Background: an optimization exercise with open tools, aiming at small area, a short achievable clock period and few clock cycles. Do not read the settings as production practice. Only simulation tests tie the RTL to the original design; equivalence was not proved.

==> 07-17 <==
==> flow/design.v (excerpt) <==
module huff_codegen (
    input  wire        clk,
    input  wire        rst,
    input  wire        start,
    input  wire [8:0]  src_len,
    input  wire        in_valid,
    output wire        in_ready,
    input  wire [7:0]  in_data,
    output wire        busy,
    output wire        out_valid,
    input  wire        out_ready,
    output wire [7:0]  out_value,
    output wire [7:0]  out_len,
    output wire [15:0] out_code
);
clock: 10.0 ns
lec_check: 0
abc_clock_period_in_ps: 4000
cap_margin: 40
core_margin: 2
core_utilization: 40
setup_slack_margin: 5
slew_margin: 20
synth_hierarchical: 1
synth_minimum_keep_size: 0
run.sh (not shown) runs the stock make flow with config.mk's settings and CLKGATE_MAP_FILE= SYNTH_SCRIPT=/design/flow/synth_recipe.tcl, a recipe that flattens the netlist after the stock synthesis.
==> 06-21: changes against 07-17 <==
--- a/flow/design.v
+++ b/flow/design.v
@@ -157,59 +157,59 @@
     wire       clps = s_merge & lzero;
     wire       tk2 = tkl & ~ph;
     wire [7:0] lcbase = fwd ? wlast : rcnt[7:0];
     wire       lnewv = v2 & ~fwd & (rcnt == 9'd0);
     wire [7:0] lcnt = lcbase + 8'd1;
     wire [7:0] cbus = s_load ? lcnt : j;
     wire       ldwe = s_load & v2;
     wire [15:0] c_hany, c_pany;
-    wire [9:0]  c_rd [0:15];
+    wire [8:0]  c_rd [0:15];
     wire [3:0]  c_pidx [0:15];
     reg  [15:0] p_first;
     reg  [3:0]  p_gi;
     always @* begin
         p_gi = 4'd0;
         for (i = 0; i < 16; i = i + 1) begin
             p_first[i] = c_pany[i] & ~(|(c_pany & ((16'd1 << i) - 16'd1)));
             if (p_first[i]) p_gi = p_gi | i[3:0];
         end
     end
     wire       pany = |c_pany;
     wire [7:0] pv = {p_gi, c_pidx[p_gi]};
-    wire       issue = s_out & adv & pany;
-    wire       lvinit = s_load & load_end;
+    wire       issue = (s_out | (s_td & ~nv)) & adv & pany;
+    wire       lsel_we = step | (s_load & load_end);
+    wire [7:0] lsel_we_v = s_load ? 8'd1 : lsel_nx;
     wire [15:0] ld_oh = 16'd1 << wa[3:0];
     wire [15:0] wb_oh = 16'd1 << wbj[3:0];
     wire [15:0] w0_oh = 16'd1 << tip[3:0];
     wire [15:0] w1_oh = 16'd1 << tipm1[3:0];
     wire [15:0] j_oh  = 16'd1 << j[3:0];
     wire [15:0] j_ge  = 16'hffff << j[3:0];
     wire [15:0] h_lt  = ~(16'hffff << ra[3:0]);
     genvar g;
     generate
         for (g = 0; g < 16; g = g + 1) begin : gc
             hc_cgrp u (
                 .clk(clk), .clr(clr),
                 .ld_we(ldwe & (wa[7:4] == g)), .ld_oh(ld_oh),
-                .cbus(cbus), .lvinit(lvinit), .skp(skp),
+                .cbus(cbus), .lsel_we(lsel_we), .lsel_nx(lsel_we_v),
                 .tkl(tkl), .tk2(tk2), .ph(ph), .step(step), .s_merge(s_merge),
                 .first(c_first[g]), .second(c_second[g]), .a_one(a_one),
                 .ra_lo(ca[3:0]),
                 .pick(issue & p_first[g]),
                 .rdata(c_rd[g]),
                 .gaR(c_ga[g]), .gtR(c_gt[g]),
                 .hany(c_hany[g]),
                 .paR(c_pany[g]), .pidx(c_pidx[g])
             );
         end
     endgenerate
-    wire [9:0] crd = c_rd[ca[7:4]];
-    wire       skp = ~(|c_hany);
-    wire [7:0] lvl = (skp & (lsel[2:0] != 3'd0)) ? {lsel[7:3] + 5'd1, 3'd0} : lsel;
+    wire [8:0] crd = c_rd[ca[7:4]];
+    wire [7:0] lsel_nx = (|c_hany) ? lsel + 8'd1 : {lsel[7:3] + 5'd1, 3'd0};
     wire [9:0] tdc  = troot ? 10'd1 : (byp ? bypc : rd[9:0]);
     wire       tt1  = troot ? rtypes[1] : rd[11];
     wire       tt0  = troot ? rtypes[0] : rd[10];
     wire       tdw  = s_td & (tt1 | tt0);
     wire       tdw2 = s_td & tt1 & tt0;
     wire [11:0] n_rd [0:15];
     wire [15:0] n_hany;
     wire [3:0]  n_hidx [0:15];
@@ -278,17 +278,17 @@
             if (in_valid & rdy_r) begin
                 n <= n - 9'd1;
                 if (n == 9'd1) rdy_r <= 1'b0;
             end
             if (s_load) ca <= in_data;
             v2 <= iv1;
             if (iv1) begin
                 wa   <= ca;
-                rcnt <= (crd[8] & ~crd[9]) ? {1'b0, crd[7:0]} : 9'd0;
+                rcnt <= crd[8] ? {1'b0, crd[7:0]} : 9'd0;    
                 fwd  <= v2 & (wa == ca);
             end
             if (v2) begin
                 wlast <= lcnt;
                 if (lnewv) begin
                     m <= m + 9'd1;
                     vfirst <= wa;
                 end
@@ -331,18 +331,18 @@
                             ocode <= 10'd0;
                         end else begin
                             state <= ST_MERGE;
                         end
                     end
                 end
                 ST_MERGE: begin
                     if (step) begin
-                        L    <= lvl;
-                        lsel <= lvl + 8'd1;
+                        L    <= lsel;
+                        lsel <= lsel_nx;
                     end
                     if (dbl) lleft <= lleft_m2;
                     else if (take_leaf) lleft <= lleft_m1;
                     if (dbl) begin
                         j <= j + 8'd1;
                     end else if (ext) begin
                         ph <= ~ph;
                         if (~ph) begin
@@ -400,18 +400,26 @@
                 end
                 ST_TD: begin
                     troot <= 1'b0;
                     byp   <= (tdw & (tip == ra)) | (tdw2 & (tipm1 == ra));
                     bypc  <= {tdc[8:0], (tip == ra) & tt1};
                     tip   <= tip - {7'd0, tt1} - {7'd0, tt0};
                     tipm1 <= tipm1 - {7'd0, tt1} - {7'd0, tt0};
                     ra    <= tnext;
-                    if (~nv) state <= ST_OUT;
                     nv    <= tany;
+                    if (~nv) begin
+                        state <= ST_OUT;
+                        o1v   <= pany;
+                        o1l   <= (oc == m - 9'd1);
+                        if (pany) begin
+                            ca <= pv;
+                            oc <= oc + 9'd1;
+                        end
+                    end
                 end
                 ST_OUT: begin
                     if (adv) begin
                         o1v <= pany;
                         o1l <= (oc == m - 9'd1);
                         if (pany) begin
                             ca <= pv;
                             oc <= oc + 9'd1;
@@ -473,43 +481,42 @@
     assign out_code  = {6'd0, ocode};
 endmodule
 module hc_cgrp (
     input  wire        clk,
     input  wire        clr,
     input  wire        ld_we,
     input  wire [15:0] ld_oh,
     input  wire [7:0]  cbus,
-    input  wire        lvinit,     
-    input  wire        skp,        
+    input  wire        lsel_we,    
+    input  wire [7:0]  lsel_nx,
     input  wire        tkl,
     input  wire        tk2,
     input  wire        ph,
     input  wire        step,
     input  wire        s_merge,
     input  wire        first,      
     input  wire        second,     
     input  wire        a_one,      
     input  wire [3:0]  ra_lo,
     input  wire        pick,       
-    output wire [9:0]  rdata,
+    output wire [8:0]  rdata,      
     output reg         gaR,        
     output reg         gtR,        
-    output reg         hany,       
+    output wire        hany,       
     output reg         paR,        
     output reg  [3:0]  pidx        
 );
     reg [7:0]  d  [0:15];
     reg [15:0] f1, f0, cu;
-    reg [7:0]  lsel;               
-    wire [7:0] lvl = (skp & (lsel[2:0] != 3'd0)) ? {lsel[7:3] + 5'd1, 3'd0} : lsel;
+    reg [7:0]  lsel;
     wire [15:0] cand = f0 & ~f1;
     reg  [15:0] ncv, hcv, oh1, oh2, pk, we1, we2, f1n;
     reg  [15:0] ia, it;         
-    reg  [15:0] pp, ptw;        
+    reg  [15:0] pp;             
     reg  [15:0] na, nt;         
     reg         ea, et;
     reg  [3:0]  ct;             
     reg         t1, t2;         
     integer k, s, q;
     function [3:0] tadd;
         input [3:0] a, b;
         begin
@@ -528,32 +535,30 @@
             for (w = 1; w < 16; w = w * 2)
                 for (b = 0; b < 16; b = b + 2 * w)
                     a[b] = tadd(a[b], a[b + w]);
             therm16 = a[0];
         end
     endfunction
     always @* begin
         for (k = 0; k < 16; k = k + 1) begin
-            ncv[k] = cand[k] & (d[k] == lvl);
-            hcv[k] = cand[k] & (d[k][7:3] == lvl[7:3]) & (d[k][2:0] != lvl[2:0]);
+            ncv[k] = cand[k] & (d[k] == lsel);
+            hcv[k] = cand[k] & (d[k][7:3] == lsel[7:3]) & (d[k][2:0] != lsel[2:0]);
         end
         ia = cu;
         it = 16'd0;
         pp = f1;
-        ptw = 16'd0;
         na = ncv;
         nt = 16'd0;
         for (s = 1; s < 16; s = s * 2)
             for (k = 15; k >= 0; k = k - 1)
                 if ((k & s) != 0) begin
                     q = (k & ~(s - 1)) - 1;
                     it[k] = it[k] | it[q] | (ia[k] & ia[q]);
                     ia[k] = ia[k] | ia[q];
-                    ptw[k] = ptw[k] | ptw[q] | (pp[k] & pp[q]);
                     pp[k] = pp[k] | pp[q];
                     nt[k] = nt[k] | nt[q] | (na[k] & na[q]);
                     na[k] = na[k] | na[q];
                 end
         pidx = 4'd0;
         for (k = 0; k < 16; k = k + 1) begin
             ea = (k == 0) ? 1'b0 : ia[k-1];
             et = (k == 0) ? 1'b0 : it[k-1];
@@ -569,27 +574,22 @@
                 f1n[k] = 1'b1;
             else
                 f1n[k] = f1[k] & ~(pick & pk[k]);
         end
         ct = therm16(cu);
         t1 = tkl & first;
         t2 = tk2 & (first ? gtR : (second & a_one));
     end
-    assign rdata = {f1[ra_lo], f0[ra_lo], d[ra_lo]};
+    assign hany  = |hcv;
+    assign rdata = {f0[ra_lo], d[ra_lo]};
     always @(posedge clk) begin
-        if (lvinit) begin
-            lsel <= 8'd1;
-            hany <= 1'b1;
-        end else if (step) begin
-            lsel <= lvl + 8'd1;
-            hany <= |hcv;
-        end
+        if (lsel_we) lsel <= lsel_nx;
         f1  <= f1n;
-        paR <= pick ? ptw[15] : (|f1);
+        paR <= |f1n;
         if (step) begin
             gaR <= na[15];
             gtR <= nt[15];
         end else if (~s_merge) begin
             gaR <= 1'b0;
             gtR <= 1'b0;
         end else begin
             gaR <= (t1 & t2) ? ct[2] : ((t1 | t2) ? ct[1] : ct[0]);
==> flow/config.mk (replaced) <==
export PLATFORM = sky130hd
export DESIGN_NAME = huff_codegen
export DESIGN_NICKNAME = huff_codegen
export VERILOG_FILES = /design/flow/design.v
export SDC_FILE = /design/flow/constraint.sdc
export NUM_CORES = 8
export LEC_CHECK = 0
export ABC_AREA = 1
export CAP_MARGIN = 40
export CORE_MARGIN = 2
export CORE_UTILIZATION = 40
export SETUP_SLACK_MARGIN = 5
export SLEW_MARGIN = 20
export SYNTH_HIERARCHICAL = 1
export SYNTH_MINIMUM_KEEP_SIZE = 0
==> 09-14: changes against 07-17 <==
--- a/flow/design.v
+++ b/flow/design.v
@@ -170,46 +170,46 @@
         p_gi = 4'd0;
         for (i = 0; i < 16; i = i + 1) begin
             p_first[i] = c_pany[i] & ~(|(c_pany & ((16'd1 << i) - 16'd1)));
             if (p_first[i]) p_gi = p_gi | i[3:0];
         end
     end
     wire       pany = |c_pany;
     wire [7:0] pv = {p_gi, c_pidx[p_gi]};
-    wire       issue = s_out & adv & pany;
-    wire       lvinit = s_load & load_end;
+    wire       issue = (s_out | (s_td & ~nv)) & adv & pany;
+    wire       lsel_we = step | (s_load & load_end);
+    wire [7:0] lsel_we_v = s_load ? 8'd1 : lsel_nx;
     wire [15:0] ld_oh = 16'd1 << wa[3:0];
     wire [15:0] wb_oh = 16'd1 << wbj[3:0];
     wire [15:0] w0_oh = 16'd1 << tip[3:0];
     wire [15:0] w1_oh = 16'd1 << tipm1[3:0];
     wire [15:0] j_oh  = 16'd1 << j[3:0];
     wire [15:0] j_ge  = 16'hffff << j[3:0];
     wire [15:0] h_lt  = ~(16'hffff << ra[3:0]);
     genvar g;
     generate
         for (g = 0; g < 16; g = g + 1) begin : gc
             hc_cgrp u (
                 .clk(clk), .clr(clr),
                 .ld_we(ldwe & (wa[7:4] == g)), .ld_oh(ld_oh),
-                .cbus(cbus), .lvinit(lvinit), .skp(skp),
+                .cbus(cbus), .lsel_we(lsel_we), .lsel_nx(lsel_we_v),
                 .tkl(tkl), .tk2(tk2), .ph(ph), .step(step), .s_merge(s_merge),
                 .first(c_first[g]), .second(c_second[g]), .a_one(a_one),
                 .ra_lo(ca[3:0]),
                 .pick(issue & p_first[g]),
                 .rdata(c_rd[g]),
                 .gaR(c_ga[g]), .gtR(c_gt[g]),
                 .hany(c_hany[g]),
                 .paR(c_pany[g]), .pidx(c_pidx[g])
             );
         end
     endgenerate
     wire [9:0] crd = c_rd[ca[7:4]];
-    wire       skp = ~(|c_hany);
-    wire [7:0] lvl = (skp & (lsel[2:0] != 3'd0)) ? {lsel[7:3] + 5'd1, 3'd0} : lsel;
+    wire [7:0] lsel_nx = (|c_hany) ? lsel + 8'd1 : {lsel[7:3] + 5'd1, 3'd0};
     wire [9:0] tdc  = troot ? 10'd1 : (byp ? bypc : rd[9:0]);
     wire       tt1  = troot ? rtypes[1] : rd[11];
     wire       tt0  = troot ? rtypes[0] : rd[10];
     wire       tdw  = s_td & (tt1 | tt0);
     wire       tdw2 = s_td & tt1 & tt0;
     wire [11:0] n_rd [0:15];
     wire [15:0] n_hany;
     wire [3:0]  n_hidx [0:15];
@@ -331,18 +331,18 @@
                             ocode <= 10'd0;
                         end else begin
                             state <= ST_MERGE;
                         end
                     end
                 end
                 ST_MERGE: begin
                     if (step) begin
-                        L    <= lvl;
-                        lsel <= lvl + 8'd1;
+                        L    <= lsel;
+                        lsel <= lsel_nx;
                     end
                     if (dbl) lleft <= lleft_m2;
                     else if (take_leaf) lleft <= lleft_m1;
                     if (dbl) begin
                         j <= j + 8'd1;
                     end else if (ext) begin
                         ph <= ~ph;
                         if (~ph) begin
@@ -400,18 +400,26 @@
                 end
                 ST_TD: begin
                     troot <= 1'b0;
                     byp   <= (tdw & (tip == ra)) | (tdw2 & (tipm1 == ra));
                     bypc  <= {tdc[8:0], (tip == ra) & tt1};
                     tip   <= tip - {7'd0, tt1} - {7'd0, tt0};
                     tipm1 <= tipm1 - {7'd0, tt1} - {7'd0, tt0};
                     ra    <= tnext;
-                    if (~nv) state <= ST_OUT;
                     nv    <= tany;
+                    if (~nv) begin
+                        state <= ST_OUT;
+                        o1v   <= pany;
+                        o1l   <= (oc == m - 9'd1);
+                        if (pany) begin
+                            ca <= pv;
+                            oc <= oc + 9'd1;
+                        end
+                    end
                 end
                 ST_OUT: begin
                     if (adv) begin
                         o1v <= pany;
                         o1l <= (oc == m - 9'd1);
                         if (pany) begin
                             ca <= pv;
                             oc <= oc + 9'd1;
@@ -473,43 +481,42 @@
     assign out_code  = {6'd0, ocode};
 endmodule
 module hc_cgrp (
     input  wire        clk,
     input  wire        clr,
     input  wire        ld_we,
     input  wire [15:0] ld_oh,
     input  wire [7:0]  cbus,
-    input  wire        lvinit,     
-    input  wire        skp,        
+    input  wire        lsel_we,    
+    input  wire [7:0]  lsel_nx,
     input  wire        tkl,
     input  wire        tk2,
     input  wire        ph,
     input  wire        step,
     input  wire        s_merge,
     input  wire        first,      
     input  wire        second,     
     input  wire        a_one,      
     input  wire [3:0]  ra_lo,
     input  wire        pick,       
     output wire [9:0]  rdata,
     output reg         gaR,        
     output reg         gtR,        
-    output reg         hany,       
+    output wire        hany,       
     output reg         paR,        
     output reg  [3:0]  pidx        
 );
     reg [7:0]  d  [0:15];
     reg [15:0] f1, f0, cu;
-    reg [7:0]  lsel;               
-    wire [7:0] lvl = (skp & (lsel[2:0] != 3'd0)) ? {lsel[7:3] + 5'd1, 3'd0} : lsel;
+    reg [7:0]  lsel;
     wire [15:0] cand = f0 & ~f1;
     reg  [15:0] ncv, hcv, oh1, oh2, pk, we1, we2, f1n;
     reg  [15:0] ia, it;         
-    reg  [15:0] pp, ptw;        
+    reg  [15:0] pp;             
     reg  [15:0] na, nt;         
     reg         ea, et;
     reg  [3:0]  ct;             
     reg         t1, t2;         
     integer k, s, q;
     function [3:0] tadd;
         input [3:0] a, b;
         begin
@@ -528,32 +535,30 @@
             for (w = 1; w < 16; w = w * 2)
                 for (b = 0; b < 16; b = b + 2 * w)
                     a[b] = tadd(a[b], a[b + w]);
             therm16 = a[0];
         end
     endfunction
     always @* begin
         for (k = 0; k < 16; k = k + 1) begin
-            ncv[k] = cand[k] & (d[k] == lvl);
-            hcv[k] = cand[k] & (d[k][7:3] == lvl[7:3]) & (d[k][2:0] != lvl[2:0]);
+            ncv[k] = cand[k] & (d[k] == lsel);
+            hcv[k] = cand[k] & (d[k][7:3] == lsel[7:3]) & (d[k][2:0] != lsel[2:0]);
         end
         ia = cu;
         it = 16'd0;
         pp = f1;
-        ptw = 16'd0;
         na = ncv;
         nt = 16'd0;
         for (s = 1; s < 16; s = s * 2)
             for (k = 15; k >= 0; k = k - 1)
                 if ((k & s) != 0) begin
                     q = (k & ~(s - 1)) - 1;
                     it[k] = it[k] | it[q] | (ia[k] & ia[q]);
                     ia[k] = ia[k] | ia[q];
-                    ptw[k] = ptw[k] | ptw[q] | (pp[k] & pp[q]);
                     pp[k] = pp[k] | pp[q];
                     nt[k] = nt[k] | nt[q] | (na[k] & na[q]);
                     na[k] = na[k] | na[q];
                 end
         pidx = 4'd0;
         for (k = 0; k < 16; k = k + 1) begin
             ea = (k == 0) ? 1'b0 : ia[k-1];
             et = (k == 0) ? 1'b0 : it[k-1];
@@ -569,27 +574,22 @@
                 f1n[k] = 1'b1;
             else
                 f1n[k] = f1[k] & ~(pick & pk[k]);
         end
         ct = therm16(cu);
         t1 = tkl & first;
         t2 = tk2 & (first ? gtR : (second & a_one));
     end
+    assign hany  = |hcv;
     assign rdata = {f1[ra_lo], f0[ra_lo], d[ra_lo]};
     always @(posedge clk) begin
-        if (lvinit) begin
-            lsel <= 8'd1;
-            hany <= 1'b1;
-        end else if (step) begin
-            lsel <= lvl + 8'd1;
-            hany <= |hcv;
-        end
+        if (lsel_we) lsel <= lsel_nx;
         f1  <= f1n;
-        paR <= pick ? ptw[15] : (|f1);
+        paR <= |f1n;
         if (step) begin
             gaR <= na[15];
             gtR <= nt[15];
         end else if (~s_merge) begin
             gaR <= 1'b0;
             gtR <= 1'b0;
         end else begin
             gaR <= (t1 & t2) ? ct[2] : ((t1 | t2) ? ct[1] : ct[0]);
==> flow/config.mk (replaced) <==
export PLATFORM = sky130hd
export DESIGN_NAME = huff_codegen
export DESIGN_NICKNAME = huff_codegen
export VERILOG_FILES = /design/flow/design.v
export SDC_FILE = /design/flow/constraint.sdc
export NUM_CORES = 8
export LEC_CHECK = 0
export ABC_AREA = 1
export CAP_MARGIN = 20
export CORE_MARGIN = 2
export CORE_UTILIZATION = 40
export SETUP_SLACK_MARGIN = 5
export SLEW_MARGIN = 20
export SYNTH_HIERARCHICAL = 1
export SYNTH_MINIMUM_KEEP_SIZE = 0
export TNS_END_PERCENT = 10
==> flow_metrics.tcl <==
set metrics [dict create \
    n_tap_cell 11200 \
    power.sequential.fraction_pct 35.8 \
    ir_worst_vdd_v 0.000254 \
    fin_util_pct 45.7 \
    status "complete, no violations" \
    synth_cell_type_count 75 \
    start_util_pct 40.1 \
    cts_buffers 713 \
    switching_share_pct 39.5 \
    vias 296000 \
    syn_to_final_growth_pct 13.9 \
    combPwrFrac_pct 33.5 \
    mostFrequentLayoutCells "nand2_1 (11900), edfxtp_1 (5790), nor2_1 (3596)" \
]
Source of the figures above: 06-21

==> flow_metrics.tcl <==
set metrics [dict create \
    nFillCells 84200 \
    fmax_ghz 0.192 \
    ir_worst_vdd_v 0.000179 \
    die_w_um 962 \
    top_power_group "sequential cells" \
    design_area_um2 415000 \
    switching_share_pct 36.3 \
    vias 314000 \
    mostFrequentLayoutCells "edfxtp_1 (5662), nand2_1 (3681), nor2_1 (2814)" \
    cts_buffers 736 \
    fin_util_pct 45.4 \
    status "complete, no violations" \
    n_tap_cell 12200 \
    cts.clk_slew.worst_paths_ns 0.06 \
    syn_to_final_growth_pct 13.1 \
    start_util_pct 40.2 \
    synth_edf_count 5662 \
    final_cells 47200 \
    hp-start "o2val[3]" \
    combPwrFrac_pct 29.9 \
]
Source of the figures above: 07-17

==> flow_metrics.tcl <==
set metrics [dict create \
    ir_worst_vdd_v 0.000247 \
    wl_met2_um 674000 \
    grt_max_degree 143 \
    cts.sink_count 6364 \
    portBuffers 46 \
    fin_util_pct 45.2 \
    status "complete, no violations" \
    drc 0 \
    switching_share_pct 41.4 \
    combPwrFrac_pct 35.2 \
    yosysWarnings 13 \
    multi_input_area_share_pct 36.4 \
    syn_to_final_growth_pct 12.7 \
]
Source of the figures above: 09-14

Testbench counts of 07-17, summed over its fixed seeds: cycles 15,951.
Testbench counts of 06-21, summed over its fixed seeds: cycles 15,906.
Testbench counts of 09-14, summed over its fixed seeds: cycles 15,906.

## what the ideal ports hide
How much do the figures lean on ideal ports? The routed layouts below were timed once more, with nothing changed but the port constraints. Step 1: set_driving_cell puts a clkbuf_16 on clk and a buf_2 on each other input, an assumption about the parent block. Step 2 adds t to the input delays and takes it off the output delays; t is the mean of the earliest and latest rising clock arrival at the registers after step 1. Input paths then give back, and output paths get back, about the clock's delay inside the block. a / b / c = no drivers / after step 1 / after step 2; a / b = the first two.
run	shift t [ns]	slack for setup (ns)	worst hold slack (ns)	clock arrival spread, ns
07-17	1.221	4.802 / 4.802 / 4.802	0.419 / 0.419 / 0.419	0.158 / 0.159
06-21	1.361	4.795 / 4.795 / 4.795	0.396 / 0.396 / 0.396	0.161 / 0.161
09-14	1.344	4.375 / 4.375 / 4.375	0.382 / 0.382 / 0.382	0.206 / 0.206
After both steps setup and hold are still met in every run listed.
